What follows belongs to an exercise in optimizing a design on an open flow for small area, a short achievable clock period and few clock cycles; a production flow would make more cautious choices. The RTL was checked by simulation tests, not by an equivalence proof against the original design.

--- flow/design.v ---
module bsac_lag (
    input  wire        clk,
    input  wire        rst,
    input  wire        in_valid,
    output wire        in_ready,
    input  wire [31:0] in_data,
    input  wire [6:0]  in_min_period,
    output wire        out_valid,
    input  wire        out_ready,
    output wire [6:0]  out_lag,
    output wire [6:0]  out_best_lag,
    output wire [8:0]  out_best_value,
    output wire [8:0]  out_global_max,
    output wire        out_err
);
    localparam [2:0] S_LOAD   = 3'd0,
                     S_CORR   = 3'd1,
                     S_MAXDIV = 3'd2,
                     S_MDWAIT = 3'd3,
                     S_DCHK   = 3'd4,
                     S_CHECK  = 3'd5,
                     S_OUT    = 3'd6;
    reg [2:0]   state;
    reg [2:0]   beat;
    reg         dv_busy;
    reg [255:0] pk;
    reg [255:0] sh;
    reg [6:0]   mp;
    reg [6:0]   lag;
    reg [4:0]   lane;
    reg [8:0]   acc;
    reg [8:0]   curve [0:127];
    reg [8:0]   gmax;
    reg [8:0]   bval;
    reg [6:0]   blag;
    reg [6:0]   rlag;
    reg         rerr;
    reg [6:0]   div_d;
    reg [6:0]   k;
    reg [13:0]  num;
    reg         first_k;
    reg [3:0]   dv_cnt;
    reg [13:0]  dv_num;
    reg [6:0]   dv_den;
    reg [7:0]   dv_rem;
    reg [13:0]  dv_quo;
    function [3:0] popcount8;
        input [7:0] v;
        integer n;
        begin
            popcount8 = 4'd0;
            for (n = 0; n < 8; n = n + 1)
                popcount8 = popcount8 + {3'd0, v[n]};
        end
    endfunction
    wire [7:0] lane_hi   = {~lane, 3'b111};           
    wire [7:0] lane_a    = pk[lane_hi -: 8];
    wire [7:0] lane_s    = sh[lane_hi -: 8];
    wire [8:0] acc_nxt   = acc + {5'd0, popcount8(lane_a ^ lane_s)};
    wire [4:0] last_lane = ~{1'b0, lag[6:3]};          
    wire       load_beat = (state == S_LOAD) && in_valid;
    wire       load_last = load_beat && (beat == 3'd7);
    wire       lag_done  = (state == S_CORR) && (lane == last_lane);
    wire       corr_done = lag_done && (lag == 7'd127);
    wire [8:0]  rem_sh  = {dv_rem, dv_num[13]};
    wire        rem_ge  = rem_sh >= {2'd0, dv_den};
    wire [7:0]  rem_nxt = rem_ge ? rem_sh[7:0] - {1'b0, dv_den} : rem_sh[7:0];
    wire [13:0] quo_nxt = {dv_quo[12:0], rem_ge};
    wire [8:0]  cq      = curve[dv_quo[6:0]];
    wire        below   = ({cq, 4'd0} + {2'd0, cq, 2'd0}) <= ({4'd0, gmax} + {3'd0, gmax, 1'b0});
    wire        chk_done = (state == S_CHECK) && !dv_busy;
    wire        chk_next = chk_done && below && (k + 7'd1 != div_d);
    wire [13:0] num_nxt  = num + {7'd0, blag};
    reg         dv_start;
    reg [13:0]  dv_start_num;
    reg [6:0]   dv_start_den;
    always @(*) begin
        dv_start     = 1'b0;
        dv_start_num = {7'd0, blag};
        dv_start_den = div_d;
        if (state == S_MAXDIV) begin
            dv_start     = 1'b1;
            dv_start_den = mp;
        end else if (state == S_DCHK && div_d != 7'd1) begin
            dv_start     = 1'b1;
        end else if (chk_next) begin
            dv_start     = 1'b1;
            dv_start_num = num_nxt;
        end
    end
    assign in_ready       = (state == S_LOAD);
    assign out_valid      = (state == S_OUT);
    assign out_lag        = rlag;
    assign out_best_lag   = blag;
    assign out_best_value = bval;
    assign out_global_max = gmax;
    assign out_err        = rerr;
    always @(posedge clk) begin
        if (rst) begin
            state   <= S_LOAD;
            beat    <= 3'd0;
            dv_busy <= 1'b0;
        end else begin
            if (dv_start)
                dv_busy <= 1'b1;
            else if (dv_busy && dv_cnt == 4'd0)
                dv_busy <= 1'b0;
            case (state)
            S_LOAD: begin
                if (in_valid) begin
                    beat <= beat + 3'd1;
                    if (beat == 3'd7)
                        state <= S_CORR;
                end
            end
            S_CORR: begin
                if (corr_done)
                    state <= (mp == 7'd0) ? S_OUT : S_MAXDIV;
            end
            S_MAXDIV: state <= S_MDWAIT;
            S_MDWAIT: begin
                if (!dv_busy)
                    state <= S_DCHK;
            end
            S_DCHK: state <= (div_d == 7'd1) ? S_OUT : S_CHECK;
            S_CHECK: begin
                if (chk_done) begin
                    if (!below)
                        state <= S_DCHK;
                    else if (k + 7'd1 == div_d)
                        state <= S_OUT;
                end
            end
            S_OUT: begin
                if (out_ready) begin
                    beat  <= 3'd0;
                    state <= S_LOAD;
                end
            end
            default: state <= S_LOAD;
            endcase
        end
    end
    always @(posedge clk) begin
        if (dv_start) begin
            dv_cnt <= 4'd13;
            dv_num <= dv_start_num;
            dv_den <= dv_start_den;
            dv_rem <= 8'd0;
            dv_quo <= 14'd0;
        end else if (dv_busy) begin
            dv_rem <= rem_nxt;
            dv_quo <= quo_nxt;
            dv_num <= {dv_num[12:0], 1'b0};
            dv_cnt <= dv_cnt - 4'd1;
        end
        if (load_beat) begin
            pk <= {pk[223:0], in_data};
            sh <= {pk[223:0], in_data};
        end else if (lag_done) begin
            sh <= {sh[254:0], 1'b0};
        end
        if (load_last) begin
            mp   <= in_min_period;
            lag  <= 7'd0;
            lane <= 5'd0;
            acc  <= 9'd0;
            gmax <= 9'd0;
        end
        if (lag_done) begin
            curve[lag] <= acc_nxt;
            acc  <= 9'd0;
            lane <= 5'd0;
            lag  <= lag + 7'd1;
            if (acc_nxt > gmax)
                gmax <= acc_nxt;
            if (lag == mp || (lag > mp && acc_nxt < bval)) begin
                bval <= acc_nxt;
                blag <= lag;
            end
        end else if (state == S_CORR) begin
            acc  <= acc_nxt;
            lane <= lane + 5'd1;
        end
        if (corr_done) begin
            rerr <= (mp == 7'd0);
            if (mp == 7'd0)
                rlag <= 7'd0;
        end
        if (state == S_MDWAIT && !dv_busy)
            div_d <= dv_quo[6:0];
        if (state == S_DCHK) begin
            if (div_d == 7'd1)
                rlag <= blag;
            k       <= 7'd1;
            num     <= {7'd0, blag};
            first_k <= 1'b1;
        end
        if (chk_done) begin
            if (first_k)
                rlag <= dv_quo[6:0];
            first_k <= 1'b0;
            if (!below)
                div_d <= div_d - 7'd1;
        end
        if (chk_next) begin
            k   <= k + 7'd1;
            num <= num_nxt;
        end
    end
endmodule
--- flow/run.sh ---
#!/bin/bash
# synth_recipe.tcl (not shown) runs the flow's synth.tcl, then flattens the netlist and writes it again
# the make line also repeats each setting of config.mk as NAME=value (left out here)
make -C /OpenROAD-flow-scripts/flow DESIGN_CONFIG=/design/flow/config.mk WORK_HOME=/design/flow/orfs CLKGATE_MAP_FILE= SYNTH_SCRIPT=/design/flow/synth_recipe.tcl finish
--- flow/config.mk ---
export PLATFORM = sky130hd
export DESIGN_NAME = bsac_lag
export DESIGN_NICKNAME = bsac_lag
export VERILOG_FILES = /design/flow/design.v
export SDC_FILE = /design/flow/constraint.sdc
export NUM_CORES = 4
export LEC_CHECK = 0
export CAP_MARGIN = 20
export CORE_MARGIN = 2
export CORE_UTILIZATION = 40
export PLACE_DENSITY = 0.6
export SLEW_MARGIN = 20
--- flow/constraint.sdc ---
create_clock -name core_clock -period 10.0 [get_ports {clk}]
set_input_delay 2.0000 -clock core_clock [delete_from_list [all_inputs] [get_ports {clk}]]
set_output_delay 2.0000 -clock core_clock [all_outputs]
set_load 0.01 [all_outputs]
==> run notes <==
Timing
Once routing completed, OpenROAD measured the worst setup slack at 1510 ps. The number of endpoints with negative hold slack in the final report is 0. The post-layout minimum cycle time is 8490 ps. For this run, the top clock speed supported by timing is 0.118 GHz. The final max-slew violation count was 0. In this run the tightest slew margin relative to its limit is 0.252. Setup repair after global routing left no endpoint under its margin. The maximum clock skew at final layout is 65.1 ps.

The post-route fraction of the period consumed by the critical path is 0.849. The final setup violation count is 0. Setup total negative slack on the finished layout was measured at 0 ps. For the pin with the worst max-slew slack, the measured transition is 1120 ps.

Synthesis
The synthesized area is 75600 um^2. The number of nets in the synthesized netlist is 4483. For this run, the number of Yosys warnings is 1. Synthesis instantiated 76 different standard cells from the library.

The area share of the largest cell type after synthesis is 0.690. For this run, asynchronously set or reset flops after synthesis account for 0. Of the synthesized area, sequential elements account for 0.709. The cell type with the largest total area after synthesis is edfxtp_1. The mean area per synthesized cell is 17.4 um^2.

The register bit total from synthesis is 1808. The number of instances in the synthesized netlist is 4351. The top flip-flop cell by instance count after synthesis is edfxtp_1. The synthesized design contains 1737 enable-type register cells.

Ranked by instance count, the synthesized netlist is headed by 1737 x edfxtp_1, 871 x nand2_1, 498 x mux4_2. By area the synthesized netlist is led by edfxtp_1 69%, mux4_2 15%, nand2_1 4.3%, dfxtp_1 1.9%, ha_1 1.3%. The most common cell in the synthesized netlist is edfxtp_1.

Critical path
On the critical path, the stage with the largest delay is an instance of dfxtp_4. The critical path goes through buf_12, mux4_2, mux4_2, xnor2_1, a21oi_1, fa_1, fa_1, fa_1, inv_1, fa_1, fa_1, nor2b_1, o21ai_0, nand2b_1, nand3_1, xnor2_4, buf_4, ha_1, o21a_1, o21ai_1, mux2_2. STA puts the critical path data arrival time at 9210 ps.

The worst flop-to-flop path startpoint is lane[0]$_SDFFE_PP0P_. STA classifies the critical path startpoint as a flip-flop. The critical path's most frequent cell is fa_1.

Together, buffers and inverters on the worst path number 3. The delay of the slowest cell on the worst path is 720 ps. For flop-to-flop paths, the worst setup slack is 1510 ps.

The setup path with the least slack is of type flip-flop to flip-flop. The critical path runs through a total of 21 cells. The kind of cell adding the most delay to the critical path is adder cells.

Along the worst path, the maximum fanout reaches 55. The launching element of the worst setup path is lane[0]$_SDFFE_PP0P_. The worst endpoint required time is 10720 ps. For the worst flop-to-flop path, the logic depth is 21. STA classifies the critical path endpoint as a flip-flop.

Global routing
The number of global-route vias before repair is 39.8k. After global routing the overflow that remains totals 0. In the global route stage, overall resource usage came out at 0.187.

The number of antenna violations at the first check in global routing is 2. The global routing usage on met3 is 0.0271. In the global route stage, met1 resource usage came out at 0.266. Entering global routing, the biggest net connects 161 pins. The layer flagged by global routing as most heavily used is met2.

The first-pass GRT wire length is 268000 um. The global-route track usage on met2 is 0.302.

CTS
The clock transition at the registers of the reported paths is 60 ps. The post-CTS repair timing setup buffer count is 0. In this run, post-CTS repair resized a total of 0 instances. Hold repair after CTS inserted 0 buffers.

The H-tree generated during clock tree synthesis spans 4 levels. TritonCTS built the clock tree. The clock latency of the later-clocked register in the worst-skew pair is 850 ps. The clock net sink count is 1808.

The root buffer selected by CTS is clkbuf_16. The clock passes through at most 3 buffers. Buffers inserted during clock tree synthesis total 185.

Floorplan
The die height is 439 um. For this configuration, the core starts out at a cell density of 0.402. After floorplanning, the core was sized to cover 188000 um^2. The floorplan has 159 rows. The count of boundary I/O pins is 78. The die covers 192000 um^2. The floorplan step set the die width to 439 um.

Placement
The congestion estimate from routability-driven global placement came to 0.826. The total placed cells including tap cells is 6787. Before CTS, the worst setup slack after placement is 1520 ps.

The count of buffers added on input and output ports is 77. The detailed placer's ending HPWL is 114000 um.

Final layout
The final non-filler cell total is 7137. Relative to the synthesized area, the layout overhead comes to 13.4%. Of the cells placed in the final design, the portion with a size suffix greater than 1 is 0.206. The final net count is 4614. Fill cells in the final layout number 16.1k.

Summing all multi-input logic gate instances after layout gives 20900 um^2. The flip-flop and latch area is 53600 um^2.

Route
The routed length per placed instance is 25.2 um. For this block, the routed nets add up to 180000 um of wire. The detailed-route via count is 39.2k. The iteration-0 DRC count of the detailed router is 3895.

The number of iterations in the first detailed-routing pass is 25. The count of antenna-violating nets left after detailed routing is 0. After detailed routing, the number of remaining DRC violations is 0. After detailed routing, the number of vias per cell comes to 5.50.

Status
The flow ran to the end and the layout has no timing, DRC or antenna violations.

Job
The max-cap violation count is 0.

Hold path
The class of the tightest hold or removal check is flip-flop to flip-flop. The cell depth of the worst hold path is 0. The startpoint of the worst hold path is pk[207]$_DFFE_PP_.
==> final timing paths <==
check,endpoint
hold / removal,pk[239]$_DFFE_PP_
setup / recovery,gmax[5]$_DFF_P_
hold reg to reg,pk[239]$_DFFE_PP_
setup reg to reg,gmax[5]$_DFF_P_
==> cell families after synthesis <==
group,count (synthesis),synth area share
AOI/OAI and AO/OA,229,0.0202
xor gates and xnor gates,72,0.00834
adders and majority gates,89,0.0156
buffers and inverters,301,0.0175
DFF,1808,0.709
muxes,585,0.161
and+or+nand+nor,1267,0.0684
==> placed cells by master, fill, tap and decap left out, drive strengths merged, types with 71 or more instances in the layout <==
cell type         n
edfxtp         1737
nand2           871
mux4            498
nor2            243
clkbuf          214
clkinv          104
buf              95
ha               80
clkdlybuf4s50    77
inv              75
dfxtp            71
==> area by class of cell <==
| class | instances | area share |
|---|---|---|
| sequential | 1808 | 0.626 |
| multi-input combinational | 2242 | 0.244 |
| clock buffer | 214 | 0.0553 |
| tap | 2495 | 0.0364 |
| timing repair buffer | 172 | 0.0197 |
| clock inverter | 131 | 0.0157 |
| inverter | 73 | 0.00337 |
| antenna | 2 | 0.0000584 |
==> per-stage QoR <==
stage	hold slack (ps)	utilization	instance area [um^2]
5_1_grt	457	0.456	85700
6_report	453	0.456	85700
4_1_cts	446	0.456	85600
2_1_floorplan	444	-	75600
3_3_place_gp	457	0.423	79500
3_5_place_dp	460	0.423	79500
==> metal layers <==
metal / routed length (um) / vias to the layer above / share of wire
met2: 86800 / 1213 / 0.48
met5: 0 / - / 0
li1: - / 17214 / -
met3: 10400 / 229 / 0.058
met1: 78100 / 20574 / 0.44
met4: 4180 / 0 / 0.023
==> flip-flops by register name (all words and copies together) (netlist names), 9 cells and up, named ones only <==
name    flops
curve    1152
pk        256
sh        256
dv_num     14
num        14
acc         9
bval        9
gmax        9
Testbench counts, summed over its fixed seeds: cycles 469,647.

==> port drivers added, routing unchanged <==
How much do the figures lean on ideal ports? The routed layout below was timed once more, with nothing changed but the port constraints.
Step 1: set_driving_cell puts a clkbuf_16 on clk and a buf_2 on each other input, an assumption about the parent block.
Step 2 adds t to the input delays and takes it off the output delays; t is the mean of the earliest and latest rising clock arrival at the registers after step 1. Input paths then give back, and output paths get back, about the clock's delay inside the block.
Three values: ideal, step 1, step 2; two values: the first two.
t, ns: 0.895
setup slack, ns: 1.514 / 1.514 / 1.514
latest minus earliest clock arrival (ns): 0.065 / 0.065
worst slew at a driven data input, ns: 0.08
After both steps this run still meets setup and hold. For this run, drivers alone change the setup slack by 0.000 ns; drivers and shift together by 0.000 ns.
